Context: an optimization exercise on an open-source flow, tuned for small area. The choices shown serve that exercise and are no tape-out recipe. In this exercise RTL edits were held to simulation tests only and were not proved equivalent to the original. The flow treats the clock pin as an ideal source. Dropping or thinning the clock tree relies on that and would not hold on a real chip. Power is estimated from default activity; no workload was simulated.

$ cat design.v
module wm_classify (
    input  wire [7:0] in_bus,
    output wire       valid,
    output wire       ext
);
    assign valid = ~(in_bus[1] & in_bus[0]);
    assign ext   = in_bus[2];
endmodule
module wm_pattern (
    input  wire       active,   
    input  wire       x,        
    input  wire [6:0] e,        
    output reg  [3:0] led,
    output reg  [7:0] duty
);
    wire wash  = active & ~e[6] & ~e[5];
    wire rinse = active & ((~e[6] & e[5]) | (e[6] & ~e[5] & x));
    wire spin  = active & ~wash & ~rinse;
    wire [1:0] pos = e[2:1];
    wire [3:0] fwd = 4'b0001 << pos;
    wire [3:0] rev = 4'b1000 >> pos;
    always @* begin
        if (wash)
            led = e[4] ? 4'b1111 : fwd;
        else if (rinse)
            led = ~e[4] ? rev : (e[3] ? 4'b0000 : 4'b1111);
        else if (spin)
            led = ~e[4] ? (e[3] ? rev : fwd) : {4{~e[0]}};
        else
            led = 4'b0000;
        duty = {~spin, ~rinse & ~spin, ~rinse & ~spin, ~wash & ~rinse,
                ~wash & ~rinse, ~rinse & ~spin, ~rinse, ~active};
    end
endmodule
module wm_display (
    input  wire [2:0] code,
    output reg  [6:0] seg
);
    always @* begin
        case (code)
            3'd0:    seg = 7'h00;   
            3'd1:    seg = 7'h3F;   
            3'd2:    seg = 7'h06;   
            3'd3:    seg = 7'h5B;   
            3'd4:    seg = 7'h79;   
            3'd5:    seg = 7'h54;   
            3'd6:    seg = 7'h7F;   
            default: seg = 7'bxxxxxxx;
        endcase
    end
endmodule
module wm_cycle_timer (
    input  wire       clk,
    input  wire       rst,
    input  wire [7:0] in_bus,
    input  wire       ev_start,
    input  wire       ev_reset,
    input  wire       ev_tick,
    input  wire       ev_refresh,
    output wire [3:0] led,
    output wire [7:0] duty,
    output wire [7:0] disp
);
    localparam [2:0] G_BLANK = 3'd0, G_0 = 3'd1, G_1 = 3'd2, G_2 = 3'd3,
                     G_E = 3'd4, G_N = 3'd5, G_DONE = 3'd6;
    wire valid, ext;
    wm_classify u_classify (.in_bus(in_bus), .valid(valid), .ext(ext));
    reg [6:0] e;           
    reg       tick_en;     
    reg       x;           
    reg       finished;
    reg       pend;        
    reg       reset_pend;
    reg       refresh_flag;
    reg [2:0] fg_latch;    
    reg [2:0] disp_code;
    reg       digit;
    wire h_start = ~reset_pend & ~tick_en & pend & valid;
    wire h_tick  = ~reset_pend &  tick_en & pend & valid;
    wire last    = ext ? (e == 7'd127) : (e >= 7'd95);
    wire done    = h_tick & last;
    wire tick_en_n = ~reset_pend & (h_start | (tick_en & ~done));
    always @(posedge clk) begin
        if (rst | reset_pend | done)
            e <= 7'd0;
        else if (h_tick)
            e <= e + 7'd1;
    end
    always @(posedge clk) begin
        if (h_tick)
            x <= ext;
        reset_pend <= ev_reset;
    end
    always @(posedge clk) begin
        if (rst) begin
            tick_en  <= 1'b0;
            finished <= 1'b0;
            pend     <= 1'b0;
        end else begin
            tick_en  <= tick_en_n;
            if (done)
                finished <= 1'b1;
            else if (h_start)
                finished <= 1'b0;
            pend <= tick_en_n ? ev_tick : ev_start;
        end
    end
    wire fg_write = (fg_latch != G_BLANK);
    reg  [2:0] sample;
    always @* begin
        if (finished)
            sample = G_DONE;
        else if (digit)
            sample = ext ? G_E : G_N;
        else case (in_bus[1:0])
            2'd0: sample = G_0;
            2'd1: sample = G_1;
            2'd2: sample = G_2;
            default: sample = G_E;
        endcase
    end
    always @(posedge clk) begin
        if (rst) begin
            refresh_flag <= 1'b0;
            fg_latch     <= G_BLANK;
            disp_code    <= G_BLANK;
            digit        <= 1'b0;
        end else begin
            refresh_flag <= ev_refresh | (refresh_flag & fg_write);
            fg_latch     <= (refresh_flag & ~fg_write) ? sample : G_BLANK;
            if (fg_write) begin
                disp_code <= fg_latch;
                digit     <= ~digit;
            end
        end
    end
    wire [6:0] seg;
    wm_display u_display (.code(disp_code), .seg(seg));
    assign disp = {~digit & (disp_code != G_BLANK), seg};
    wm_pattern u_pattern (.active(tick_en), .x(x), .e(e), .led(led), .duty(duty));
endmodule
$ cat flow/run.sh
#!/bin/bash
# Standard ORFS layout with smaller port buffers and a lean clock tree.
set -euo pipefail
bash standard.sh \
  "BUFFER_PORTS_ARGS=-buffer_cell sky130_fd_sc_hd__buf_1" \
  "CTS_ARGS=-sink_clustering_enable -repair_clock_nets -dont_use_dummy_load -sink_clustering_size 30 -sink_clustering_max_diameter 200 -buf_list sky130_fd_sc_hd__clkbuf_4 -root_buf sky130_fd_sc_hd__clkbuf_4" \
  finish > orfs_flow.log 2>&1
$ cat standard.sh
#!/bin/bash
# synth_recipe.tcl (not shown) runs the flow's synth.tcl, then flattens the netlist and writes it again
# the make line also repeats each setting of config.mk as NAME=value (left out here)
make -C /OpenROAD-flow-scripts/flow DESIGN_CONFIG=/design/flow/config.mk WORK_HOME=/design/flow/orfs CLKGATE_MAP_FILE= SYNTH_SCRIPT=/design/flow/synth_recipe.tcl "${@:-finish}"
$ cat config.mk
export PLATFORM = sky130hd
export DESIGN_NAME = wm_cycle_timer
export DESIGN_NICKNAME = wm_cycle_timer
export VERILOG_FILES = /design/flow/design.v
export SDC_FILE = /design/flow/constraint.sdc
export NUM_CORES = 4
export LEC_CHECK = 0
export ABC_AREA = 1
export CAP_MARGIN = 20
export CORE_MARGIN = 2
export CORE_UTILIZATION = 40
export SLEW_MARGIN = 20
$ cat constraint.sdc
create_clock -name core_clock -period 10.0 [get_ports {clk}]
set_input_delay 2.0000 -clock core_clock [delete_from_list [all_inputs] [get_ports {clk}]]
set_output_delay 2.0000 -clock core_clock [all_outputs]
set_load 0.01 [all_outputs]
==> flow_summary_export.csv, run 1 <==
group,metric,value,unit
yosys,yosys_warnings,3,
critical_path,cp.required,8.00,ns
die,io_pins,34,
worst_hold_path,hold_depth,2,
die,num_rows,20,
final_layout,diodes,0,
place,io_buffers,28,
yosys,synth_common_cells,"nand2_1, nor2_1, inv_1, dfxtp_1, o21ai_0",
yosys,yosysTopAreaCell,"dfxtp_1",
yosys,syn_nets,192,
critical_path,critical_path_class,"reg -> out",
clock_tree,clk_pin_slew,0.12,ns
clock_tree,cts_buffer_depth,2,
critical_path,r2r_cells,12,
critical_path,start_kind,"register",
yosys,synth_area,1250,µm²
place,place_ws,6.50,ns
clock_tree,post_cts.repair.setup_buffers,0,
final_layout,utilization,45.4,%
yosys,async_flop_share,0,%
run_status,status,"timing/DRC/antenna clean",
sta,relSlewSlack,79.1,%
critical_path,ff2ff_setup_slack,8.49,ns
yosys,ys_seq_area_share,32.9,%
routing,vias,1134,
final_layout,n_fill_cell,324,
critical_path,worstReg2RegEnd,"pend",
sta,finalWorstSetupSlack,6.19,ns
clock_tree,cts_resized,0,
yosys,yosysTopAreaCellShare,30.5,%
yosys,synth_cell_types,32,
sta,grt_setup_unrepaired,"false",
grt,grt_pass1_wl,4020,µm
grt,grt_util_all_layers,14.3,%
final_layout,nets,219,
clock_tree,cts_root_buf,"clkbuf_4",
yosys,synthTopCellsByArea,"dfxtp_1, nand2_1, nor2_1",
place,hpwl,1940,µm
pwr,leakagePower,0.540,nW
yosys,ys.flop_type,"dfxtp_1",
yosys,syn_avg_cell_area,7.25,µm²
grt,antenna_found_initial,0,
routing,dr.pass1.iters,4,
sta,drv_slew,0,
sta,fmax,263,MHz
routing,wirelength,2300,µm
yosys,synth_edf_count,1,
critical_path,cp_max_fo,5,
routing,drc,0,
routing,routedWlPerCell,10.0,µm
clock_tree,htree_levels,1,
clock_tree,cts_made_buffers,3,
die,fp.dieArea,3580,µm²
sta,post-route-period-util,38.1,%
routing,drt_iter0_drc,50,
pwr,p_per_area,102,nW/µm²
grt,grt_max_degree,13,
clock_tree,clkSinkCount,20,
yosys,synth_most_common_cell,"nand2_1",
clock_tree,cts_tree,"done",
job,max_cap_viol_count,0,
sta,worst_slew_pin_slew,0.309,ns
grt,grt_remaining_overflow,0,
routing,antenna_left,0,
clock_tree,hold_buffers,0,
sta,setup_violations,0,
yosys,yosys_register_bits,20,
clock_tree,insertion_delay,0.30,ns
yosys,postSynthCellCount,172,
sta,fin_skew,0.0261,ns
worst_hold_path,hold_path_startpoint,"fg_latch[1]",
pwr,total_power,139,µW
die,die_h,59.8,µm
final_layout,drive_gt1_share,11.2,%
die,die_width,59.8,µm
final_layout,areaGrowthSynthToFinish,9.33,%
sta,fin_crit,3.81,ns
die,core,3000,µm²
sta,hold_viol_final,0,
critical_path,cp-end-kind,"output port",
critical_path,worstPathArrival,1.81,ns
pwr,irDropWorstVdd,0.0588,mV
place,gp_congestion,0.838,
worst_hold_path,holdCritPathClass,"reg -> reg",
worst_hold_path,min_to,"disp_code[1]",
sta,finalSetupTns,0,ns
die,start_util,41.5,%
routing,viasPerCell,4.93,
grt,grt_pass1_vias,969,
critical_path,rr_startpoint,"e[1]",
registers in the layout, indices dropped and copies added (netlist names):
register and count:
e 7, disp_code 3, digit 1, reset_pend 1, fg_latch 3, x 1
finished 1, tick_en 1, pend 1, refresh_flag 1
metal layers:
layer | part of all wire (%) | vias to the layer above | routed length (µm) | track usage (%)
li1 | - | 603 | - | -
met1 | 50 | 503 | 1160 | 20.0
met2 | 44 | 24 | 1020 | 22.0
met3 | 3.9 | 4 | 89 | 2.16
met4 | 1.5 | 0 | 34 | 5.71
met5 | 0 | - | 0 | 0
report_power, final:
part	leakage [nW]	switching [mW]	internal, mW
registers	0.164	0.00217	0.0825
logic	0.362	0.0122	0.00676
clock network	0.0138	0.0218	0.0140
total	0.540	0.0361	0.103
logic make-up (layout without fill, tap and decap cells):
group                    after synthesis  after routing  share of synthesized area [%]
buffers and inverters                 33             58                           12.3
adder cells (fa/ha/maj)                6              6                           6.02
XOR/XNOR                               3              3                           2.11
AO/OA/AOI/OAI                         36             36                           16.4
AND/OR/NAND/NOR                       74             74                           30.3
flip-flops                            20             20                           32.9
worst max-delay path, cell delays in order (launching register included):
cell	delay, ns
dfxtp_1	0.43
inv_1	0.09
ha_1	0.19
o21ai_0	0.19
a21boi_0	0.29
o21ai_0	0.17
buf_1	0.15
layout by cell type (no fill, tap or decap), drive strengths merged:
| cell | Yosys | layout |
|---|---|---|
| nor3b | 2 | 2 |
| nand3 | 6 | 6 |
| nor2 | 27 | 27 |
| edfxtp | 1 | 1 |
| xnor2 | 1 | 1 |
| o21a | 1 | 1 |
| nand2 | 33 | 33 |
| clkbuf | 0 | 3 |
| o311ai | 2 | 2 |
| dfxtp | 19 | 19 |
| clkinv | 1 | 1 |
| inv | 26 | 26 |
| xor2 | 2 | 2 |
| a21oi | 13 | 13 |
| ha | 6 | 6 |
| a21boi | 1 | 1 |
| o21ai | 16 | 16 |
| buf | 6 | 28 |
| or2 | 1 | 1 |
| nor3 | 3 | 3 |
| o211ai | 3 | 3 |
| nand4 | 2 | 2 |
worst max-delay path by stage:
stage	from	end	slack, ns	depth (start not counted)
final	disp_code[1]	disp[0]	6.19	6
after CTS	disp_code[0]	disp[0]	6.16	6
after floorplan	disp_code[0]	disp[3]	6.56	6
after global routing	disp_code[0]	disp[0]	5.96	6
after global placement	disp_code[0]	disp[3]	6.62	6
after detailed placement	disp_code[0]	disp[0]	6.50	6
cell type report:
cell class | instances | area (µm²) | area share [%]
inverter | 27 | 101 | 7.43
timing repair buffer | 28 | 105 | 7.71
multi-input combinational | 119 | 683 | 50.1
tap | 33 | 41.3 | 3.03
sequential | 20 | 410 | 30.1
clock buffer | 3 | 22.5 | 1.65
stage by stage:
stage                     instances  hold slack, ns  instance area, µm²
after CTS                       230           0.467                1360
final                           230           0.465                1360
after detailed placement        227           0.450                1340
after floorplan                 172           0.430                1250
after global placement          227           0.450                1340
after global routing            230           0.499                1360
==> run 2, diff against run 1 <==
==> run.sh (new file) <==
#!/bin/bash
# synth_recipe.tcl (not shown) runs the flow's synth.tcl, then flattens the netlist and writes it again
# the make line also repeats each setting of config.mk as NAME=value (left out here)
make -C /OpenROAD-flow-scripts/flow DESIGN_CONFIG=/design/flow/config.mk WORK_HOME=/design/flow/orfs CLKGATE_MAP_FILE= SYNTH_SCRIPT=/design/flow/synth_recipe.tcl finish
--- a/config.mk
+++ b/config.mk
@@ -7,3 +7,2 @@
 export LEC_CHECK = 0
-export ABC_AREA = 1
 export CAP_MARGIN = 20
removed: flow/run.sh
removed: standard.sh
==> flow_summary_export.csv, run 2 <==
group,metric,value,unit
run_status,status,"timing/DRC/antenna clean",
final_layout,final_cell_mix,"clkdlybuf4s50_1, nor2_1, dfxtp_1",
place,gp_congestion,0.781,
yosys,synth_cell_types,45,
place,placed_area,1550,µm²
routing,top_layer_used,"met4",
yosys,synthTopCellsByArea,"dfxtp_1, nor2_1, ha_1",
clock_tree,cts_buffer_depth,2,
clock_tree,post_cts.repair.setup_buffers,0,
routing,drc,0,
yosys,syn_avg_cell_area,8.03,µm²
yosys,yosys_warnings,3,
sta,hold_viol_final,0,
place,hpwl,2100,µm
die,die_width,60.7,µm
grt,grt_pass1_vias,1017,
yosys,yosysTopAreaCellShare,29.6,%
yosys,synth_area,1280,µm²
grt,grt_remaining_overflow,0,
die,core,3050,µm²
worst_hold_path,holdCritPathClass,"reg -> reg",
grt,grt_util_all_layers,16.7,%
clock_tree,clkSinkCount,20,
pwr,combPwrFrac,14.2,%
pwr,clock_power_share,37.3,%
place,io_buffers,28,
die,start_util,42.1,%
critical_path,path_buf_inv,1,
critical_path,cp_max_fo,13,
sta,post-route-period-util,43.8,%
final_layout,top_regs,"e x7, disp_code x3, fg_latch x3",
die,io_pins,34,
routing,viasPerCell,5.26,
routing,drt_iter0_drc,72,
clock_tree,cts_resized,0,
routing,wl_met2,1270,µm
routing,wirelength,2760,µm
yosys,postSynthCellCount,160,
yosys,yosys_register_bits,20,
pwr,irDropWorstVdd,0.0966,mV
final_layout,final_common_cell,"clkdlybuf4s50_1",
job,max_cap_viol_count,0,
critical_path,critPathMaxStageDelay,0.55,ns
routing,m1WireLength,1340,µm
critical_path,r2r_cells,5,
pwr,internal_power,137,µW
clock_tree,cts_made_buffers,3,
grt,grt_max_degree,16,
routing,vias,1183,
yosys,synth_edf_count,1,
sta,grt_setup_unrepaired,"false",
yosys,synth_common_cells,"nor2_1, dfxtp_1, inv_1, a21oi_1, o21ai_0",
pwr,p_switching,38.6,µW
critical_path,cp.required,8.00,ns
clock_tree,cts_tree,"done",
critical_path,start_kind,"register",
yosys,synth_most_common_cell,"nor2_1",
sta,fin_crit,4.38,ns
yosys,async_flop_share,0,%
sta,relSlewSlack,58.4,%
grt,grt_pass1_wl,4670,µm
sta,fin_skew,0.000585,ns
sta,finalSetupTns,0,ns
clock_tree,htree_levels,1,
final_layout,nets,202,
critical_path,worstPathCellList,"and2_0 > o41ai_1 > nand3_1 > nand3_1 > clkdlybuf4s50_1",
clock_tree,clk_pin_slew,0.11,ns
yosys,ys_seq_area_share,31.9,%
routing,dr.pass1.iters,4,
clock_tree,hold_buffers,0,
final_layout,final_area,1600,µm²
final_layout,largest_register,"e",
pwr,seq_power_share,48.4,%
critical_path,critical_path_class,"reg -> out",
pwr,p_per_area,110,nW/µm²
final_layout,largest_reg_flops,7,
die,num_rows,20,
sta,setup_violations,0,
die,fp.dieArea,3680,µm²
critical_path,cp-end-kind,"output port",
critical_path,worstPathArrival,2.38,ns
clock_tree,insertion_delay,0.30,ns
yosys,yosysTopAreaCell,"dfxtp_1",
grt,antenna_found_initial,0,
sta,worst_slew_pin_slew,0.616,ns
routing,antenna_left,0,
sta,drv_slew,0,
critical_path,cpLargestDelayFamily,"simple AND/OR/NAND/NOR gates",
critical_path,slowest_stage,"o41ai_1",
routing,met3_length,125,µm
yosys,syn_nets,180,
routing,routedWlPerCell,12.3,µm
final_layout,drive_gt1_share,7.73,%
worst_hold_path,hold_depth,1,
pwr,leakagePower,0.591,nW
sta,fmax,228,MHz
critical_path,worst_path_most_repeated_cell,"nand3_1",
critical_path,cp.depth,5,
pwr,switching_share,22.0,%
clock_tree,cts_root_buf,"clkbuf_4",
final_layout,areaGrowthSynthToFinish,24.6,%
yosys,ys.flop_type,"dfxtp_1",
final_layout,n_fill_cell,306,
die,die_h,60.7,µm
final_layout,diodes,0,
==> run 2: cell types whose count changed after synthesis, sizes merged, moves of 5 or more <==
cell    delta
a211oi     +5
inv       -15
nand2     -29
nor2b      +5
o21ai      -9
==> run 2: kinds of logic after synthesis <==
family          count (synthesis)  share of synthesized area, %
compound gates                 35                          19.2
fa+ha+maj                       6                          5.84
buf+inv                        23                          9.35
flops                          20                          31.9
xor+xnor                        7                          4.77
mux                             1                         0.779
simple gates                   68                          28.1
==> run 2: layout make-up <==
| type | instances | area (µm²) | area share (%) |
|---|---|---|---|
| Multi-Input combinational cell | 117 | 754 | 47.1 |
| Clock inverter | 1 | 30.0 | 1.87 |
| Clock buffer | 3 | 22.5 | 1.41 |
| Tap cell | 44 | 55.1 | 3.44 |
| Timing Repair Buffer | 29 | 288 | 18.0 |
| Inverter | 11 | 41.3 | 2.58 |
| Sequential cell | 20 | 410 | 25.6 |
==> run 2: per-stage QoR <==
stage	utilization [%]	total power, mW	setup slack (ns)	hold WS, ns	cells
2_1_floorplan	-	0.100	6.63	0.445	160
3_3_place_gp	50.7	0.111	6.04	0.485	221
3_5_place_dp	50.7	0.112	6.00	0.479	221
4_1_cts	52.5	0.178	5.63	0.501	225
5_1_grt	52.5	0.185	5.40	0.554	225
6_report	52.5	0.176	5.62	0.505	225
==> run 2: worst reg2reg max path: stages (launching register included) <==
cell and delay (ns):
dfxtp_1 0.50, ha_1 0.31, nand4_1 0.14, a211oi_2 0.38, a311o_4 0.31, nor2_1 0.06
==> run 2: final timing paths <==
path	from	slack [ns]	endpoint
setup reg to reg	e[1]	8.21	e[1]
hold / removal	finished	0.50	fg_latch[0]
hold reg to reg	finished	0.50	fg_latch[0]
setup / recovery	e[4]	5.62	led[2]
==> run 2: routing by layer <==
layer / vias to the layer above / track usage (%)
met5: - / 0
met4: 0 / 6.52
met3: 2 / 2.13
met2: 31 / 25.3
met1: 540 / 24.1
li1: 610 / -
==> run 2: power groups by stage <==
stage	logic, mW	clock network [mW]	registers [mW]
floorplan	0.0143	0	0.0861
global placement	0.0246	0	0.0869
detailed placement	0.0252	0	0.0870
CTS	0.0253	0.0679	0.0852
global route	0.0278	0.0712	0.0858
finish	0.0250	0.0656	0.0852
==> run 3, diff against run 2 <==
==> flow/run.sh (new file) <==
#!/bin/bash
# Layout flow: the standard synthesis, its gates re-mapped for area (flops
# untouched), then the standard ORFS layout with single-strength port
# buffers and a clock tree without dummy loads.
set -euo pipefail
RES=orfs/results/${FLOW_PLATFORM}/wm_cycle_timer/base
STD_VARS=(
  "BUFFER_PORTS_ARGS=-buffer_cell sky130_fd_sc_hd__buf_1"
  "CTS_ARGS=-sink_clustering_enable -repair_clock_nets -dont_use_dummy_load -sink_clustering_size 30 -sink_clustering_max_diameter 200 -buf_list sky130_fd_sc_hd__clkbuf_4 -root_buf sky130_fd_sc_hd__clkbuf_4"
)
bash standard.sh "${STD_VARS[@]}" synth > synth.log 2>&1
cp $RES/1_2_yosys.v std_1_2_yosys.v
mkdir -p remap
(cd remap && bash ../flow/remap.sh ../std_1_2_yosys.v ../remapped.v "$FLOW_TOP") > remap.log 2>&1
cp remapped.v $RES/1_2_yosys.v
rm -f $RES/1_synth.odb
bash standard.sh "${STD_VARS[@]}" finish > layout.log 2>&1
==> flow/abc/a1.abc (new file) <==
strash
 dc2
 dch -f
 map -a
 topo
==> flow/abc/a2.abc (new file) <==
strash
 dc2
 balance
 rewrite
 refactor
 balance
 rewrite
 rewrite -z
 balance
 refactor -z
 rewrite -z
 balance
 dch -f
 map -a
 strash
 dch -f
 map -a
 topo
==> flow/abc/a3.abc (new file) <==
strash
 ifraig
 dc2
 dch -f
 map -a
 amap
 topo
==> flow/abc/a4.abc (new file) <==
strash
 dch -f
 amap
 topo
==> flow/abc/a5.abc (new file) <==
strash
 &get -n
 &fraig -x
 &put
 scorr
 dc2
 dretime
 strash
 &get -n
 &dch -f
 &nf -R 1000
 &put
 topo
==> flow/remap.sh (new file) <==
#!/bin/bash
set -uo pipefail
IN=$1; OUT=$2; TOP=$3
HERE=$(cd "$(dirname "$0")" && pwd)
LIB=$FLOW_HOME/platforms/sky130hd/lib/sky130_fd_sc_hd__tt_025C_1v80.lib
DU=$(grep -o 'cell *( *"\?sky130_fd_sc_hd__\(lpflow\|probe\)[a-z0-9_]*' $LIB | grep -o "sky130_fd_sc_hd__[a-z0-9_]*" | sort -u | sed 's/^/-dont_use /' | tr '\n' ' ')
SEQ="sky130_fd_sc_hd__df* sky130_fd_sc_hd__edf* sky130_fd_sc_hd__sdf* sky130_fd_sc_hd__dl* sky130_fd_sc_hd__sedf*"
best=""; bestA=""
for s in $HERE/abc/*.abc; do
  n=$(basename $s .abc)
  cat > remap_$n.ys <<EOT
read_liberty -ignore_miss_func $LIB
blackbox $SEQ
read_verilog $IN
hierarchy -top $TOP
flatten
opt_clean -purge
abc -liberty $LIB $DU -script $s
opt_clean -purge
splitnets
opt_clean -purge
hilomap -singleton -hicell sky130_fd_sc_hd__conb_1 HI -locell sky130_fd_sc_hd__conb_1 LO
insbuf -buf sky130_fd_sc_hd__buf_1 A X
opt_clean -purge
tee -o remap_$n.stat stat -liberty $LIB
write_verilog -noattr -nohex -nodec remap_$n.v
EOT
  yosys -l remap_$n.log -q remap_$n.ys > /dev/null 2>&1 || continue
  # prove the re-mapped netlist equal to the input, flop by flop
  cat > equiv_$n.ys <<EOT
read_liberty -ignore_miss_func $LIB
read_verilog -overwrite $HERE/seq_models.v
read_verilog $IN
rename $TOP gold
read_verilog remap_$n.v
rename $TOP gate
proc
flatten
rename -hide w:* x:* %d w:*.Q %d
equiv_make gold gate equiv
hierarchy -top equiv
equiv_simple
equiv_induct
equiv_status -assert
EOT
  yosys -l equiv_$n.log -q equiv_$n.ys > /dev/null 2>&1 || { echo "$n: not proven equal"; continue; }
  a=$(awk '/Chip area/{print $NF}' remap_$n.stat | tail -1)
  echo "$n: area $a"
  if [ -z "$bestA" ] || awk "BEGIN{exit !($a < $bestA)}"; then best=$n; bestA=$a; fi
done
if [ -n "$best" ]; then
  echo "using $best ($bestA)"
  cp remap_$best.v $OUT
else
  echo "no re-mapping proven; keeping the input"
  cp $IN $OUT
fi
==> flow/seq_models.v (new file) <==
// Behavioural models of the flip-flop cells, for the equivalence check only.
module sky130_fd_sc_hd__dfxtp_1 (input CLK, input D, output reg Q);
    always @(posedge CLK) Q <= D;
endmodule
module sky130_fd_sc_hd__edfxtp_1 (input CLK, input D, input DE, output reg Q);
    always @(posedge CLK) if (DE) Q <= D;
endmodule
==> standard.sh (new file) <==
#!/bin/bash
# synth_recipe.tcl (not shown) runs the flow's synth.tcl, then flattens the netlist and writes it again
# the make line also repeats each setting of config.mk as NAME=value (left out here)
make -C /OpenROAD-flow-scripts/flow DESIGN_CONFIG=/design/flow/config.mk WORK_HOME=/design/flow/orfs CLKGATE_MAP_FILE= SYNTH_SCRIPT=/design/flow/synth_recipe.tcl "${@:-finish}"
--- a/config.mk
+++ b/config.mk
@@ -7,2 +7,3 @@
 export LEC_CHECK = 0
+export ABC_AREA = 1
 export CAP_MARGIN = 20
removed: run.sh
==> flow_summary_export.csv, run 3 <==
group,metric,value,unit
place,gp_congestion,0.831,
sta,grt_setup_unrepaired,"false",
routing,drt_iter0_drc,11,
routing,vias,993,
grt,grt_util_met2,28.0,%
final_layout,final_cell_mix,"buf_1, nand2_1, nor2_1",
final_layout,diodes,0,
grt,grtUsageMet3,2.54,%
place,placed_cells,198,
pwr,leakagePower,0.393,nW
critical_path,cp-end-kind,"output port",
sta,post-route-period-util,40.2,%
clock_tree,clk_pin_slew,0.11,ns
grt,grt_util_all_layers,17.3,%
grt,grt_pass1_vias,899,
place,placed_area,1090,µm²
final_layout,top_regs,"e x7, disp_code x3, fg_latch x3",
clock_tree,post_cts.repair.setup_buffers,0,
grt,grt_remaining_overflow,0,
critical_path,worstReg2RegEnd,"pend",
clock_tree,htree_levels,1,
die,core,2250,µm²
run_status,status,"timing/DRC/antenna clean",
clock_tree,clkSinkCount,20,
pwr,irDropWorstVdd,0.0738,mV
grt,grt_max_degree,12,
place,hpwl,1650,µm
clock_tree,cts_tree,"done",
critical_path,path_buf_inv,2,
yosys,yosys_warnings,3,
routing,antenna_left,0,
sta,fin_skew,0.00884,ns
sta,relSlewSlack,59.8,%
yosys,synth_area,970,µm²
sta,hold_viol_final,0,
clock_tree,insertion_delay,0.30,ns
sta,hold-worst-slack,0.467,ns
die,start_util,43.0,%
critical_path,r2r_cells,11,
critical_path,ff2ff_setup_slack,7.90,ns
routing,dr.pass1.iters,4,
grt,grt_busiest_layer,"met2",
grt,grt_use_met1,23.2,%
critical_path,rr_startpoint,"tick_en",
final_layout,drive_gt1_share,3.47,%
critical_path,critical_path_class,"reg -> out",
worst_hold_path,hold_depth,2,
pwr,p_per_area,122,nW/µm²
sta,fmax,249,MHz
clock_tree,hold_buffers,0,
final_layout,final_area,1120,µm²
critical_path,slowest_stage,"o21ai_0",
grt,grt_pass1_wl,3680,µm
sta,fin_crit,4.02,ns
worst_hold_path,hold_path_startpoint,"fg_latch[2]",
critical_path,worstPathArrival,2.02,ns
critical_path,cp.required,8.00,ns
final_layout,largest_register,"e",
sta,finalSetupTns,0,ns
die,die_h,53.2,µm
critical_path,start_kind,"register",
sta,setup_violations,0,
die,io_pins,34,
sta,drv_slew,0,
worst_hold_path,holdCritPathClass,"reg -> reg",
routing,routedWlPerCell,10.4,µm
critical_path,cp.depth,7,
grt,antenna_found_initial,0,
clock_tree,cts_root_buf,"clkbuf_4",
routing,drc,0,
clock_tree,cts_made_buffers,3,
routing,wirelength,2100,µm
clock_tree,cts_buffer_depth,2,
critical_path,cpLargestDelayFamily,"compound AO/OA/AOI/OAI gates",
final_layout,final_common_cell,"buf_1",
die,fp.dieArea,2830,µm²
place,io_buffers,28,
routing,viasPerCell,4.94,
final_layout,largest_reg_flops,7,
yosys,syn_avg_cell_area,6.64,µm²
clock_tree,cts_resized,0,
final_layout,nets,189,
job,max_cap_viol_count,0,
die,num_rows,17,
final_layout,areaGrowthSynthToFinish,15.2,%
critical_path,critPathMaxStageDelay,0.43,ns
final_layout,stdcell_count,201,
yosys,syn_nets,160,
yosys,postSynthCellCount,146,
sta,worst_slew_pin_slew,0.599,ns
die,die_width,53.2,µm
pwr,total_power,137,µW
critical_path,worstPathCellList,"clkinv_1 > a21oi_1 > nand3_1 > o21ai_0 > a22oi_1 > nand2_1 > buf_1",
critical_path,cp_max_fo,5,
worst_hold_path,min_to,"disp_code[2]",
run 3: cell types whose count changed in the layout (fill, tap and decap cells not counted), moves of 4 or more:
cell	delta
a211oi_1	-4
a22oi_1	+5
buf_1	+28
clkdlybuf4s50_1	-28
clkinv_1	+23
ha_1	-6
inv_1	-11
nand2_1	+21
nand4_1	-6
nor2b_1	-5
nor3_1	+4
o21ai_0	+4
xnor2_1	-5
run 3: worst register-to-register path, stage by stage (launching register included):
cell and delay [ns]:
dfxtp_1 0.45, clkinv_1 0.15, nor2_1 0.15, clkinv_1 0.08, nor2_1 0.27, and2_2 0.23, nand2_1 0.08, o21ai_0 0.08
nand2_1 0.11, a21oi_1 0.23, o21ai_0 0.10, a21oi_1 0.11
run 3: power by group:
part | switching, mW | internal [mW]
Sequential | 0.00180 | 0.0825
Combinational | 0.00964 | 0.00520
Clock | 0.0233 | 0.0140
Total | 0.0348 | 0.102
run 3: final cells by class:
class                      count  area (µm²)
multi-input combinational     99         458
sequential                    20         410
fill                         242        1140
clock buffer                   3        22.5
timing repair buffer          28         105
tap                           28        35.0
inverter                      23        86.3
run 3: per-stage QoR:
step	setup WS (ns)	utilization [%]
5_1_grt	5.72	49.6
4_1_cts	5.97	49.6
3_5_place_dp	6.30	48.6
2_1_floorplan	6.73	-
6_report	5.98	49.6
3_3_place_gp	6.40	48.6
run 3: worst max-delay path by stage:
stage                     start      to  slack [ns]
after floorplan            e[5]  led[1]        6.73
after global placement     e[5]  led[3]        6.40
after detailed placement   e[5]  led[3]        6.30
after CTS                  e[5]  led[3]        5.97
after global routing       e[5]  led[3]        5.72
final                      e[5]  led[3]        5.98
run 3: layer usage:
metal | vias to the layer above | part of all wire, % | wire (µm)
met1 | 432 | 51 | 1080
met3 | 2 | 4.4 | 92
met5 | - | 0 | 0
li1 | 535 | - | -
met2 | 24 | 44 | 919
met4 | 0 | 0.48 | 10
==> run 4, diff against run 3 <==
--- a/design.v
+++ b/design.v
@@ -12,23 +12,17 @@
     input  wire [6:0] e,        
-    output reg  [3:0] led,
-    output reg  [7:0] duty
+    output wire [3:0] led,
+    output wire [7:0] duty
 );
-    wire wash  = active & ~e[6] & ~e[5];
-    wire rinse = active & ((~e[6] & e[5]) | (e[6] & ~e[5] & x));
-    wire spin  = active & ~wash & ~rinse;
-    wire [1:0] pos = e[2:1];
-    wire [3:0] fwd = 4'b0001 << pos;
-    wire [3:0] rev = 4'b1000 >> pos;
-    always @* begin
-        if (wash)
-            led = e[4] ? 4'b1111 : fwd;
-        else if (rinse)
-            led = ~e[4] ? rev : (e[3] ? 4'b0000 : 4'b1111);
-        else if (spin)
-            led = ~e[4] ? (e[3] ? rev : fwd) : {4{~e[0]}};
-        else
-            led = 4'b0000;
-        duty = {~spin, ~rinse & ~spin, ~rinse & ~spin, ~wash & ~rinse,
-                ~wash & ~rinse, ~rinse & ~spin, ~rinse, ~active};
-    end
+    wire wash  = ~e[6] & ~e[5];
+    wire rinse = (~e[6] & e[5]) | (e[6] & ~e[5] & x);
+    wire spin  = ~wash & ~rinse;
+    wire       rev  = rinse | (spin & e[3]);
+    wire [1:0] p    = e[2:1] ^ {2{rev}};
+    wire       fill = wash | (rinse & ~e[3]) | (spin & ~e[0]);
+    assign led[0] = active & (e[4] ? fill : (p == 2'd0));
+    assign led[1] = active & (e[4] ? fill : (p == 2'd1));
+    assign led[2] = active & (e[4] ? fill : (p == 2'd2));
+    assign led[3] = active & (e[4] ? fill : (p == 2'd3));
+    wire w = active & wash, r = active & rinse, s = active & spin;
+    assign duty = {~s, ~r & ~s, ~r & ~s, ~w & ~r, ~w & ~r, ~r & ~s, ~r, ~active};
 endmodule
@@ -70,3 +64,2 @@
     reg       x;           
-    reg       finished;
     reg       pend;        
@@ -77,2 +70,3 @@
     reg       digit;
+    wire finished = ~tick_en & x;
     wire h_start = ~reset_pend & ~tick_en & pend & valid;
@@ -83,3 +77,3 @@
     always @(posedge clk) begin
-        if (rst | reset_pend | done)
+        if (!tick_en)
             e <= 7'd0;
@@ -89,4 +83,2 @@
     always @(posedge clk) begin
-        if (h_tick)
-            x <= ext;
         reset_pend <= ev_reset;
@@ -96,3 +88,3 @@
             tick_en  <= 1'b0;
-            finished <= 1'b0;
+            x        <= 1'b0;
             pend     <= 1'b0;
@@ -100,6 +92,6 @@
             tick_en  <= tick_en_n;
-            if (done)
-                finished <= 1'b1;
-            else if (h_start)
-                finished <= 1'b0;
+            if (reset_pend)
+                x <= x & ~tick_en;      
+            else if (h_tick)
+                x <= last | ext;        
             pend <= tick_en_n ? ev_tick : ev_start;
==> flow/abc/a1.abc (replaced) <==
strash
dc2
dch -f
map -a
topo
==> flow/abc/a2.abc (replaced) <==
strash
dc2
balance
rewrite
refactor
balance
rewrite
rewrite -z
balance
refactor -z
rewrite -z
balance
dch -f
map -a
strash
dch -f
map -a
topo
==> flow/abc/a3.abc (replaced) <==
strash
ifraig
dc2
dch -f
map -a
amap
topo
==> flow/abc/a4.abc (replaced) <==
strash
dch -f
amap
topo
==> flow/abc/a5.abc (replaced) <==
strash
&get -n
&fraig -x
&put
scorr
dc2
dretime
strash
&get -n
&dch -f
&nf -R 1000
&put
topo
==> flow/abc/a6.abc (new file) <==
strash
dc2
balance
rewrite
refactor
balance
rewrite
rewrite -z
balance
refactor -z
rewrite -z
balance
&get -n
&dch -f
&nf -R 1000
&put
topo
--- a/flow/remap.sh
+++ b/flow/remap.sh
@@ -24,2 +24,3 @@
 opt_clean -purge
+rename -hide w:*.* x:* %d
 tee -o remap_$n.stat stat -liberty $LIB
--- a/config.mk
+++ b/config.mk
@@ -9,4 +9,4 @@
 export CAP_MARGIN = 20
-export CORE_MARGIN = 2
-export CORE_UTILIZATION = 40
+export CORE_AREA = 2 2 62 62
+export DIE_AREA = 0 0 64 64
 export SLEW_MARGIN = 20
==> flow_summary_export.csv, run 4 <==
group,metric,value,unit
final_layout,drive_gt1_share,1.99,%
routing,vias,876,
grt,grt_remaining_overflow,0,
place,io_buffers,28,
worst_hold_path,min_to,"x",
sta,finalSetupTns,0,ns
clock_tree,cts_root_buf,"clkbuf_4",
sta,relSlewSlack,61.0,%
critical_path,worstPathArrival,2.22,ns
clock_tree,clkSinkCount,19,
sta,worst_slew_pin_slew,0.580,ns
die,fp.dieArea,4100,µm²
grt,grt_pass1_vias,789,
pwr,leakagePower,0.341,nW
critical_path,worst_path_most_repeated_cell,"o21ai_0",
final_layout,final_area,1060,µm²
die,die_width,64,µm
critical_path,rr_startpoint,"tick_en",
final_layout,final_cell_mix,"buf_1, nor2_1, dfxtp_1",
sta,hold-worst-slack,0.483,ns
final_layout,utilization,31.3,%
final_layout,top_regs,"e x7, disp_code x3, fg_latch x3",
yosys,postSynthCellCount,124,
place,gp_congestion,0.694,
routing,drt_iter0_drc,25,
place,hpwl,1460,µm
yosys,syn_nets,138,
critical_path,worstReg2RegEnd,"pend",
final_layout,diodes,0,
critical_path,worstPathCellList,"clkinv_1 > o21ai_0 > o21ai_0 > o21ai_0 > clkinv_1 > o21ai_0 > buf_1",
sta,setup_violations,0,
final_layout,nets,167,
critical_path,critical_path_class,"reg -> out",
critical_path,start_kind,"register",
worst_hold_path,hold_depth,1,
clock_tree,insertion_delay,0.31,ns
sta,fin_crit,4.22,ns
routing,wirelength,1870,µm
critical_path,crit_start,"x",
clock_tree,cts_made_buffers,3,
job,max_cap_viol_count,0,
routing,antenna_left,0,
sta,grt_setup_unrepaired,"false",
place,placed_area,1040,µm²
final_layout,largest_register,"e",
clock_tree,clk_pin_slew,0.11,ns
routing,dr.pass1.iters,4,
critical_path,cp.required,8.00,ns
pwr,irDropWorstVdd,0.0286,mV
final_layout,largest_reg_flops,7,
grt,grt_util_all_layers,10.1,%
final_layout,final_common_cell,"buf_1",
final_layout,areaGrowthSynthToFinish,19.1,%
routing,drc,0,
critical_path,cp_max_fo,5,
critical_path,slowest_stage,"o21ai_0",
run_status,status,"timing/DRC/antenna clean",
yosys,syn_avg_cell_area,7.18,µm²
critical_path,critPathMaxStageDelay,0.46,ns
sta,hold_viol_final,0,
pwr,total_power,140,µW
clock_tree,hold_buffers,0,
die,core,3390,µm²
critical_path,cp-end-kind,"output port",
critical_path,ff2ff_setup_slack,7.63,ns
clock_tree,post_cts.repair.setup_buffers,0,
grt,antenna_found_initial,0,
routing,routedWlPerCell,9.50,µm
sta,fmax,237,MHz
die,die_h,64,µm
grt,grt_max_degree,12,
routing,viasPerCell,4.45,
clock_tree,cts_resized,0,
die,num_rows,21,
sta,drv_slew,0,
die,io_pins,34,
worst_hold_path,holdCritPathClass,"reg -> reg",
grt,grt_pass1_wl,3250,µm
critical_path,r2r_cells,9,
yosys,yosys_warnings,2,
worst_hold_path,hold_path_startpoint,"reset_pend",
clock_tree,htree_levels,1,
sta,post-route-period-util,42.2,%
yosys,synth_area,891,µm²
die,start_util,26.3,%
clock_tree,cts_buffer_depth,2,
pwr,p_per_area,132,nW/µm²
sta,fin_skew,0.0145,ns
clock_tree,cts_tree,"done",
run 4: critical path: cells and delay by family, from the launching register on:
family                 cells  cell delay (ns)
AOI/OAI and AO/OA          4             1.20
buffers and inverters      3             0.37
DFF                        1             0.36
run 4: cell type report:
cell class / count / area [µm²]
inverters: 16 / 60.1
well taps: 46 / 57.6
fillers: 385 / 2330
flip-flops and latches: 19 / 380
clock buffers: 3 / 22.5
repair buffers: 28 / 105
multi-input cells: 85 / 435
run 4: per-stage QoR:
step / setup slack, ns / cells
floorplan: 6.41 / 124
global placement: 6.12 / 194
detailed placement: 6.08 / 194
CTS: 5.73 / 197
global route: 5.38 / 197
finish: 5.78 / 197
run 4: worst max path at each step:
stage | cells after the start | to
after CTS | 7 | led[3]
after global placement | 7 | led[2]
after detailed placement | 7 | led[3]
after floorplan | 6 | led[2]
final | 7 | led[3]
after global routing | 7 | led[3]
run 4: power breakdown:
| group | switching (mW) | internal, mW |
|---|---|---|
| sequential | 0.00390 | 0.0796 |
| combinational | 0.0118 | 0.00730 |
| clock | 0.0230 | 0.0141 |
run 4: routing by layer:
layer	track usage (%)	wire, µm	vias up
met2	14.8	820	14
met4	8.15	60	0
met1	13.4	946	372
met3	1.06	43	4
met5	0	0	-
li1	-	-	486
==> run 5, diff against run 4 <==
--- a/design.v
+++ b/design.v
@@ -34,9 +34,9 @@
         case (code)
-            3'd0:    seg = 7'h00;   
-            3'd1:    seg = 7'h3F;   
-            3'd2:    seg = 7'h06;   
-            3'd3:    seg = 7'h5B;   
-            3'd4:    seg = 7'h79;   
-            3'd5:    seg = 7'h54;   
-            3'd6:    seg = 7'h7F;   
+            3'd0: seg = 7'h00;   
+            3'd1: seg = 7'h3F;   
+            3'd3: seg = 7'h06;   
+            3'd4: seg = 7'h5B;   
+            3'd6: seg = 7'h79;   
+            3'd7: seg = 7'h54;   
+            3'd5: seg = 7'h7F;   
             default: seg = 7'bxxxxxxx;
@@ -57,4 +57,3 @@
 );
-    localparam [2:0] G_BLANK = 3'd0, G_0 = 3'd1, G_1 = 3'd2, G_2 = 3'd3,
-                     G_E = 3'd4, G_N = 3'd5, G_DONE = 3'd6;
+    localparam [2:0] G_BLANK = 3'd0, G_0 = 3'd1, G_1 = 3'd3, G_2 = 3'd4, G_E = 3'd6, G_N = 3'd7, G_DONE = 3'd5;
     wire valid, ext;
--- a/flow/remap.sh
+++ b/flow/remap.sh
@@ -22,2 +22,4 @@
 hilomap -singleton -hicell sky130_fd_sc_hd__conb_1 HI -locell sky130_fd_sc_hd__conb_1 LO
+opt_clean -purge
+tee -o remap_$n.stat stat -liberty $LIB
 insbuf -buf sky130_fd_sc_hd__buf_1 A X
@@ -25,3 +27,2 @@
 rename -hide w:*.* x:* %d
-tee -o remap_$n.stat stat -liberty $LIB
 write_verilog -noattr -nohex -nodec remap_$n.v
==> flow_summary_export.csv, run 5 <==
group,metric,value,unit
critical_path,worstReg2RegEnd,"pend",
critical_path,rr_startpoint,"e[1]",
final_layout,top_regs,"e x7, disp_code x3, fg_latch x3",
sta,setup_violations,0,
die,die_h,64,µm
clock_tree,htree_levels,1,
yosys,syn_avg_cell_area,7.56,µm²
place,hpwl,1330,µm
clock_tree,cts_buffer_depth,2,
clock_tree,hold_buffers,0,
die,io_pins,34,
die,fp.dieArea,4100,µm²
sta,drv_slew,0,
final_layout,largest_reg_flops,7,
routing,routedWlPerCell,9.10,µm
grt,grt_pass1_vias,689,
place,placed_area,995,µm²
clock_tree,cts_tree,"done",
clock_tree,clk_pin_slew,0.10,ns
grt,grt_util_all_layers,8.82,%
final_layout,final_area,1020,µm²
routing,wirelength,1680,µm
yosys,syn_nets,127,
sta,post-route-period-util,42.6,%
clock_tree,cts_made_buffers,3,
sta,hold_viol_final,0,
final_layout,diodes,0,
grt,grt_pass1_wl,2860,µm
critical_path,start_kind,"register",
clock_tree,cts_root_buf,"clkbuf_4",
sta,fmax,234,MHz
critical_path,cp-endpoint,"led[1]",
final_layout,final_cell_mix,"buf_1, dfxtp_1, a21oi_1",
final_layout,nets,154,
critical_path,cp_max_fo,8,
sta,finalSetupTns,0,ns
grt,antenna_found_initial,0,
clock_tree,clkSinkCount,19,
pwr,p_per_area,129,nW/µm²
place,io_buffers,28,
die,start_util,25.2,%
yosys,yosys_warnings,2,
final_layout,final_common_cell,"buf_1",
clock_tree,cts_resized,0,
sta,fin_skew,0.0100,ns
critical_path,ff2ff_setup_slack,8.39,ns
final_layout,n_fill_cell,393,
final_layout,largest_register,"e",
die,num_rows,21,
place,gp_congestion,0.726,
clock_tree,insertion_delay,0.29,ns
sta,relSlewSlack,60.6,%
routing,antenna_left,0,
die,die_width,64,µm
yosys,synth_area,855,µm²
pwr,irDropWorstVdd,0.0514,mV
grt,grt_max_degree,11,
critical_path,cp.required,8.00,ns
sta,fin_crit,4.26,ns
job,max_cap_viol_count,0,
run_status,status,"timing/DRC/antenna clean",
routing,drc,0,
critical_path,r2r_cells,8,
critical_path,cp-end-kind,"output port",
die,core,3390,µm²
critical_path,crit_start,"e[5]",
final_layout,utilization,30.0,%
critical_path,worstPathArrival,2.26,ns
routing,viasPerCell,4.48,
final_layout,areaGrowthSynthToFinish,19.0,%
critical_path,critical_path_class,"reg -> out",
routing,vias,824,
yosys,postSynthCellCount,113,
grt,grt_remaining_overflow,0,
sta,worst_slew_pin_slew,0.587,ns
sta,grt_setup_unrepaired,"false",
routing,drt_iter0_drc,79,
clock_tree,post_cts.repair.setup_buffers,0,
final_layout,drive_gt1_share,2.17,%
pwr,leakagePower,0.354,nW
worst_hold_path,holdCritPathClass,"reg -> reg",
routing,dr.pass1.iters,4,
## run 5: where the power goes
| part | switching [mW] | leakage [nW] | internal, mW |
|---|---|---|---|
| Clock | 0.0213 | 0.0138 | 0.0140 |
| Sequential | 0.00294 | 0.155 | 0.0785 |
| Combinational | 0.00857 | 0.186 | 0.00562 |
## run 5: area by class of cell
cell class / count / area, µm² / share of cell area (%)
sequential: 19 / 380 / 37.4
multi-input combinational: 83 / 433 / 42.6
clock buffer: 3 / 22.5 / 2.21
inverter: 5 / 18.8 / 1.85
timing repair buffer: 28 / 105 / 10.3
tap: 46 / 57.6 / 5.66
## run 5: critical path, stage by stage, from the launching register on
cell     delay, ns
dfxtp_1       0.38
o21ai_0       0.50
o22a_1        0.32
xor2_1        0.10
or3_1         0.33
o21ai_0       0.17
buf_1         0.17
## run 5: worst min-delay path by stage
stage | start | endpoint | cells past startpoint
2_1_floorplan | fg_latch[2] | disp_code[2] | 2
3_3_place_gp | fg_latch[2] | disp_code[2] | 2
3_5_place_dp | fg_latch[2] | disp_code[2] | 2
4_1_cts | fg_latch[2] | disp_code[2] | 2
5_1_grt | fg_latch[2] | disp_code[2] | 2
6_report | fg_latch[2] | disp_code[2] | 2
## run 5: metal layers
layer / GRT usage, % / up-vias / wire [µm]
li1: - / 440 / -
met1: 11.7 / 360 / 834
met2: 13.4 / 24 / 756
met3: 2.64 / 0 / 83
met4: 3.26 / 0 / 0
met5: 0 / - / 0
## run 5: through the flow
stage	hold WS [ns]	total power, mW	std cells	worst slack [ns]
after floorplan	0.438	0.0925	113	6.29
after global placement	0.460	0.0976	181	6.06
after detailed placement	0.460	0.0976	181	6.04
after CTS	0.486	0.133	184	5.71
after global routing	0.532	0.142	184	5.51
final	0.486	0.131	184	5.74
==> run 6, diff against run 5 <==
--- a/design.v
+++ b/design.v
@@ -21,6 +21,9 @@
     wire       fill = wash | (rinse & ~e[3]) | (spin & ~e[0]);
-    assign led[0] = active & (e[4] ? fill : (p == 2'd0));
-    assign led[1] = active & (e[4] ? fill : (p == 2'd1));
-    assign led[2] = active & (e[4] ? fill : (p == 2'd2));
-    assign led[3] = active & (e[4] ? fill : (p == 2'd3));
+    wire on = active & ~e[4];
+    wire all = active & e[4] & fill;
+    wire q1 = e[2] ^ rev, q0 = e[1] ^ rev;
+    assign led[0] = all | (on & ~q1 & ~q0);
+    assign led[1] = all | (on & ~q1 &  q0);
+    assign led[2] = all | (on &  q1 & ~q0);
+    assign led[3] = all | (on &  q1 &  q0);
     wire w = active & wash, r = active & rinse, s = active & spin;
--- a/flow/run.sh
+++ b/flow/run.sh
@@ -3,3 +3,3 @@
 # untouched), then the standard ORFS layout with single-strength port
-# buffers and a clock tree without dummy loads.
+# buffers and a clock tree whose root buffer is dropped (fix_clock.tcl).
 set -euo pipefail
@@ -9,2 +9,3 @@
   "CTS_ARGS=-sink_clustering_enable -repair_clock_nets -dont_use_dummy_load -sink_clustering_size 30 -sink_clustering_max_diameter 200 -buf_list sky130_fd_sc_hd__clkbuf_4 -root_buf sky130_fd_sc_hd__clkbuf_4"
+  "POST_CTS_TCL=$PWD/flow/fix_clock.tcl"
 )
==> flow/fix_clock.tcl (new file) <==
# Drop the root of the clock tree: the clock buffer fed by the clock port,
# when it drives only other clock buffers, hands them to the port's net.
# The port then feeds the leaf buffers directly (a few pins).
set block [ord::get_db_block]
foreach inst [$block getInsts] {
  if { ![string match "sky130_fd_sc_hd__clkbuf_*" [[$inst getMaster] getName]] } { continue }
  set in_net ""
  set out_net ""
  foreach it [$inst getITerms] {
    set mt [$it getMTerm]
    if { [$mt getSigType] != "SIGNAL" && [$mt getSigType] != "CLOCK" } { continue }
    if { [$mt getIoType] == "INPUT" } { set in_net [$it getNet] }
    if { [$mt getIoType] == "OUTPUT" } { set out_net [$it getNet] }
  }
  if { $in_net == "" || $out_net == "" } { continue }
  if { [llength [$in_net getBTerms]] == 0 } { continue }
  set only_bufs 1
  set n 0
  foreach it [$out_net getITerms] {
    if { [$it getInst] == $inst } { continue }
    incr n
    if { ![string match "sky130_fd_sc_hd__clkbuf_*" [[[$it getInst] getMaster] getName]] } { set only_bufs 0 }
  }
  if { !$only_bufs || $n > 4 } { continue }
  foreach it [$out_net getITerms] {
    if { [$it getInst] == $inst } { continue }
    $it disconnect
    $it connect $in_net
  }
  puts "removed root clock buffer [$inst getName]"
  odb::dbInst_destroy $inst
  odb::dbNet_destroy $out_net
  break
}
set_propagated_clock [all_clocks]
detailed_placement
estimate_parasitics -placement
report_clock_skew
==> flow_summary_export.csv, run 6 <==
group,metric,value,unit
die,io_pins,34,
place,placed_area,988,µm²
die,fp.dieArea,4100,µm²
grt,grtUsageMet3,0.528,%
yosys,postSynthCellCount,108,
pwr,clock_power_share,22.8,%
routing,drt_iter0_drc,47,
clock_tree,clkSinkCount,19,
sta,fmax,246,MHz
final_layout,final_area,1000,µm²
pwr,combPwrFrac,11.8,%
yosys,syn_avg_cell_area,7.85,µm²
sta,setup_violations,0,
final_layout,areaGrowthSynthToFinish,18.3,%
routing,wirelength,1880,µm
routing,viasPerCell,4.60,
grt,grt_pass1_vias,727,
routing,antenna_left,0,
final_layout,stdcell_count,178,
grt,grt_use_met1,13.3,%
pwr,irDropWorstVdd,0.0344,mV
critical_path,critical_path_class,"reg -> out",
yosys,yosys_warnings,2,
grt,grt_max_degree,13,
final_layout,utilization,29.6,%
sta,post-route-period-util,40.7,%
final_layout,drive_gt1_share,1.52,%
sta,grt_setup_unrepaired,"false",
die,die_h,64,µm
final_layout,n_fill_cell,376,
run_status,status,"timing/DRC/antenna clean",
pwr,p_per_area,124,nW/µm²
routing,drc,0,
sta,finalSetupTns,0,ns
critical_path,cp_max_fo,4,
final_layout,diodes,0,
die,num_rows,21,
final_layout,final_common_cell,"buf_1",
sta,drv_slew,0,
die,core,3390,µm²
yosys,syn_nets,122,
pwr,switching_share,24.8,%
final_layout,top_regs,"e x7, disp_code x3, fg_latch x3",
final_layout,final_cell_mix,"buf_1, dfxtp_1, a21oi_1",
grt,grt_remaining_overflow,0,
sta,fin_skew,0.0151,ns
die,start_util,25.0,%
sta,fin_crit,4.07,ns
grt,antenna_found_initial,0,
pwr,seq_power_share,65.4,%
critical_path,worstPathArrival,2.07,ns
final_layout,largest_register,"e",
yosys,synth_area,848,µm²
grt,grt_pass1_wl,3150,µm
critical_path,cp-end-kind,"output port",
routing,dr.pass1.iters,4,
routing,vias,818,
job,max_cap_viol_count,0,
critical_path,cp.required,8.00,ns
place,gp_congestion,0.803,
routing,routedWlPerCell,10.6,µm
pwr,p_switching,31.0,µW
place,hpwl,1430,µm
grt,grt_util_met2,14.5,%
pwr,leakagePower,0.357,nW
grt,grt_busiest_layer,"met2",
grt,grt_util_all_layers,9.45,%
sta,relSlewSlack,54.3,%
pwr,internal_power,93.8,µW
final_layout,largest_reg_flops,7,
final_layout,nets,148,
pwr,total_power,125,µW
sta,worst_slew_pin_slew,0.680,ns
die,die_width,64,µm
place,io_buffers,28,
clock_tree,clk_pin_slew,0.11,ns
place,placed_cells,176,
clock_tree,insertion_delay,0.17,ns
sta,hold_viol_final,0,
critical_path,start_kind,"register",
worst_hold_path,holdCritPathClass,"reg -> reg",
-- run 6: through the flow --
| stage | setup slack, ns | hold slack, ns |
|---|---|---|
| global placement | 6.24 | 0.451 |
| detailed placement | 6.13 | 0.452 |
| global route | 5.62 | 0.498 |
| floorplan | 6.33 | 0.438 |
| finish | 5.93 | 0.473 |
-- run 6: final timing paths --
check / cells past startpoint / slack (ns) / endpoint / startpoint
setup / recovery: 7 / 5.93 / led[2] / x
setup reg to reg: 4 / 8.25 / pend / tick_en
hold reg to reg: 1 / 0.47 / x / reset_pend
hold / removal: 1 / 0.47 / x / reset_pend
-- run 6: power by group through the flow --
stage | clock network, mW | registers (mW) | logic [mW]
after floorplan | 0 | 0.0825 | 0.0101
after global placement | 0 | 0.0831 | 0.0143
after detailed placement | 0 | 0.0834 | 0.0146
after global routing | 0.0340 | 0.0822 | 0.0167
final | 0.0285 | 0.0816 | 0.0147
-- run 6: metal layers --
layer  vias up  share of wire (%)
met5         -                  0
met4         0                2.8
met3         5                3.5
met2        26                 41
met1       360                 53
li1        427                  -
-- run 6: area by class of cell --
cell class	count	area [µm²]	share of cell area, %
clock buffer	2	15.0	1.50
inverter	7	26.3	2.62
sequential	19	380	37.9
multi-input combinational	76	419	41.8
timing repair buffer	28	105	10.5
tap	46	57.6	5.74
-- run 6: critical path, stage by stage, from the launching register on --
cell and delay, ns:
dfxtp_1 0.39, clkinv_1 0.07, o21ai_0 0.37, o22a_1 0.27, xor2_1 0.23, clkinv_1 0.12
o41ai_1 0.26, buf_1 0.19
==> run 7, diff against run 6 <==
--- a/design.v
+++ b/design.v
@@ -18,8 +18,8 @@
     wire spin  = ~wash & ~rinse;
-    wire       rev  = rinse | (spin & e[3]);
-    wire [1:0] p    = e[2:1] ^ {2{rev}};
-    wire       fill = wash | (rinse & ~e[3]) | (spin & ~e[0]);
-    wire on = active & ~e[4];
-    wire all = active & e[4] & fill;
-    wire q1 = e[2] ^ rev, q0 = e[1] ^ rev;
+    wire rev  = rinse | (spin & e[3]);
+    wire fill = wash | (rinse & ~e[3]) | (spin & ~e[0]);
+    wire q1   = e[2] ^ rev;
+    wire q0   = e[1] ^ rev;
+    wire on   = active & ~e[4];
+    wire all  = active & e[4] & fill;
     assign led[0] = all | (on & ~q1 & ~q0);
@@ -60,3 +60,4 @@
 );
-    localparam [2:0] G_BLANK = 3'd0, G_0 = 3'd1, G_1 = 3'd3, G_2 = 3'd4, G_E = 3'd6, G_N = 3'd7, G_DONE = 3'd5;
+    localparam [2:0] G_BLANK = 3'd0, G_0 = 3'd1, G_1 = 3'd3, G_2 = 3'd4,
+                     G_E = 3'd6, G_N = 3'd7, G_DONE = 3'd5;
     wire valid, ext;
==> flow/abc/a10.abc (new file) <==
strash
dc2
balance
rewrite
refactor
balance
rewrite
rewrite -z
balance
refactor -z
rewrite -z
balance
&get -n
&dch -f
&nf -R 1000 -F 20 -A 20
&put
topo
==> flow/abc/a11.abc (new file) <==
strash
dc2
balance
rewrite
refactor
balance
rewrite
rewrite -z
balance
refactor -z
rewrite -z
balance
&get -n
&dch -f
&nf -R 1000
&put
strash
dc2
&get -n
&dch -f
&nf -R 1000
&put
topo
==> flow/abc/a7.abc (new file) <==
strash
resub -K 6
rewrite
resub -K 6 -N 2
refactor
resub -K 8
balance
resub -K 8 -N 2
rewrite
resub -K 10
rewrite -z
resub -K 10 -N 2
balance
resub -K 12
refactor -z
resub -K 12 -N 2
rewrite -z
balance
&get -n
&dch -f
&nf -R 1000
&put
topo
==> flow/abc/a8.abc (new file) <==
strash
dc2
balance
rewrite
refactor
balance
rewrite
rewrite -z
balance
refactor -z
rewrite -z
balance
dc2
balance
rewrite
refactor
balance
rewrite
rewrite -z
balance
refactor -z
rewrite -z
balance
&get -n
&dch -f
&nf -R 1000
&put
topo
==> flow/abc/a9.abc (new file) <==
strash
dc2
balance
rewrite
refactor
balance
rewrite
rewrite -z
balance
refactor -z
rewrite -z
balance
&get -n
&dch -f
&nf -R 1000 -E 100
&put
topo
==> flow_summary_export.csv, run 7 <==
group,metric,value,unit
sta,fin_crit,4.20,ns
pwr,combPwrFrac,11.8,%
die,die_width,64,µm
place,placed_cells,176,
yosys,syn_nets,122,
final_layout,stdcell_count,178,
run_status,status,"timing/DRC/antenna clean",
routing,m1WireLength,785,µm
die,start_util,25.0,%
place,gp_congestion,0.715,
grt,grt_max_degree,12,
final_layout,regArea,380,µm²
routing,vias,802,
worst_hold_path,holdCritPathClass,"reg -> reg",
pwr,p_switching,30.9,µW
pwr,p_per_area,125,nW/µm²
critical_path,r2r_cells,6,
die,die_h,64,µm
grt,grt_remaining_overflow,0,
final_layout,diodes,0,
clock_tree,clkSinkCount,19,
yosys,synth_area,846,µm²
worst_hold_path,hold_depth,2,
critical_path,critical_path_class,"reg -> out",
sta,worst_slew_pin_slew,0.640,ns
sta,relSlewSlack,56.9,%
final_layout,multiInputGateArea,420,µm²
critical_path,worstPathArrival,2.20,ns
grt,grt_util_all_layers,9.24,%
sta,setup_violations,0,
worst_hold_path,min_to,"refresh_flag",
final_layout,drive_gt1_share,1.52,%
clock_tree,insertion_delay,0.16,ns
die,core,3390,µm²
routing,met3_length,58,µm
routing,drc,0,
die,fp.dieArea,4100,µm²
worst_hold_path,hold_path_startpoint,"refresh_flag",
job,max_cap_viol_count,0,
pwr,irDropWorstVdd,0.0358,mV
routing,wl_met2,921,µm
pwr,seq_power_share,65.4,%
place,io_buffers,28,
sta,fmax,238,MHz
yosys,yosys_warnings,2,
critical_path,worstReg2RegEnd,"e[6]",
critical_path,ff2ff_setup_slack,8.22,ns
final_layout,final_cell_mix,"buf_1, dfxtp_1, a21oi_1",
sta,finalSetupTns,0,ns
die,num_rows,21,
final_layout,areaGrowthSynthToFinish,18.3,%
die,io_pins,34,
routing,dr.pass1.iters,4,
critical_path,rr_startpoint,"e[0]",
place,placed_area,986,µm²
pwr,internal_power,93.8,µW
pwr,leakagePower,0.350,nW
grt,grt_pass1_wl,3080,µm
routing,antenna_left,0,
routing,viasPerCell,4.51,
critical_path,cp-end-kind,"output port",
yosys,syn_avg_cell_area,7.83,µm²
grt,grt_pass1_vias,744,
final_layout,nets,148,
final_layout,final_common_cell,"buf_1",
routing,wirelength,1790,µm
final_layout,largest_register,"e",
yosys,postSynthCellCount,108,
place,hpwl,1460,µm
sta,post-route-period-util,42.0,%
clock_tree,clk_pin_slew,0.10,ns
final_layout,largest_reg_flops,7,
final_layout,top_regs,"e x7, disp_code x3, fg_latch x3",
sta,finalWorstSetupSlack,5.80,ns
sta,grt_setup_unrepaired,"false",
final_layout,n_fill_cell,361,
pwr,switching_share,24.7,%
grt,antenna_found_initial,0,
routing,top_layer_used,"met4",
routing,routedWlPerCell,10.1,µm
place,place_ws,5.99,ns
critical_path,cp.required,8.00,ns
pwr,clock_power_share,22.8,%
critical_path,start_kind,"register",
sta,drv_slew,0,
sta,hold_viol_final,0,
sta,fin_skew,0.00443,ns
final_layout,final_area,1000,µm²
routing,drt_iter0_drc,12,
critical_path,cp_max_fo,8,
## run 7: through the flow
step | total power, mW | util [%] | hold WS (ns)
global placement | 0.0976 | 29.1 | 0.456
global route | 0.132 | 29.5 | 0.525
detailed placement | 0.0981 | 29.1 | 0.476
floorplan | 0.0928 | - | 0.438
finish | 0.125 | 29.5 | 0.496
## run 7: power by group through the flow
stage	clock network [mW]	logic, mW	registers [mW]
floorplan	0	0.0103	0.0825
global placement	0	0.0144	0.0831
detailed placement	0	0.0148	0.0833
global route	0.0334	0.0167	0.0823
finish	0.0284	0.0147	0.0815
## run 7: metal layers
metal / track usage (%) / up-vias
met3: 1.06 / 3
met1: 10.2 / 355
met5: 0 / -
li1: - / 430
met4: 3.26 / 0
met2: 17.8 / 14
## run 7: how the worst max path moves through the flow
| stage | startpoint | to | slack, ns | cells past startpoint |
|---|---|---|---|---|
| 2_1_floorplan | x | led[0] | 6.29 | 6 |
| 3_3_place_gp | x | led[2] | 6.07 | 7 |
| 3_5_place_dp | e[5] | led[0] | 5.99 | 6 |
| 5_1_grt | x | led[2] | 5.57 | 7 |
| 6_report | e[5] | led[0] | 5.80 | 6 |
## run 7: worst max-delay path: stages (launching register included)
cell     delay [ns]
dfxtp_1        0.39
o21ai_0        0.55
o22a_1         0.34
xor2_1         0.10
or3_1          0.33
o21ai_0        0.16
buf_1          0.17
## run 7: cell type report
cell class,instances,share of cell area [%]
Sequential cell,19,38.0
Multi-Input combinational cell,77,42.0
Timing Repair Buffer,28,10.5
Clock buffer,2,1.50
Tap cell,46,5.75
Inverter,6,2.25

[re-timing with driven ports]
In the flow no input, the clock included, has a driving cell. The finished layouts below were timed again as built, in two steps. Step 1 assumes that a clkbuf_16 drives the clock port and a buf_2 every other input. Step 2 moves the port delays by t, midway between the first and last clock arrival at a register: inputs arrive t later, outputs are due t later. That takes back most of the time a late clock gives input paths. Three values: ideal, step 1, step 2; two values: the first two.
| run | shift t [ns] | setup WS [ns] | cell pins on the clock port's net |
|---|---|---|---|
| run 1 | 0.308 | 6.191 / 6.170 / 6.478 | 1 |
| run 2 | 0.317 | 5.620 / 5.599 / 5.916 | 1 |
| run 3 | 0.312 | 5.980 / 5.959 / 6.272 | 1 |
| run 4 | 0.320 | 5.779 / 5.757 / 6.077 | 1 |
| run 5 | 0.305 | 5.735 / 5.717 / 6.022 | 1 |
| run 6 | 0.183 | 5.931 / 5.906 / 6.090 | 2 |
| run 7 | 0.184 | 5.795 / 5.769 / 5.954 | 2 |
After both steps setup and hold are still met in every run listed.
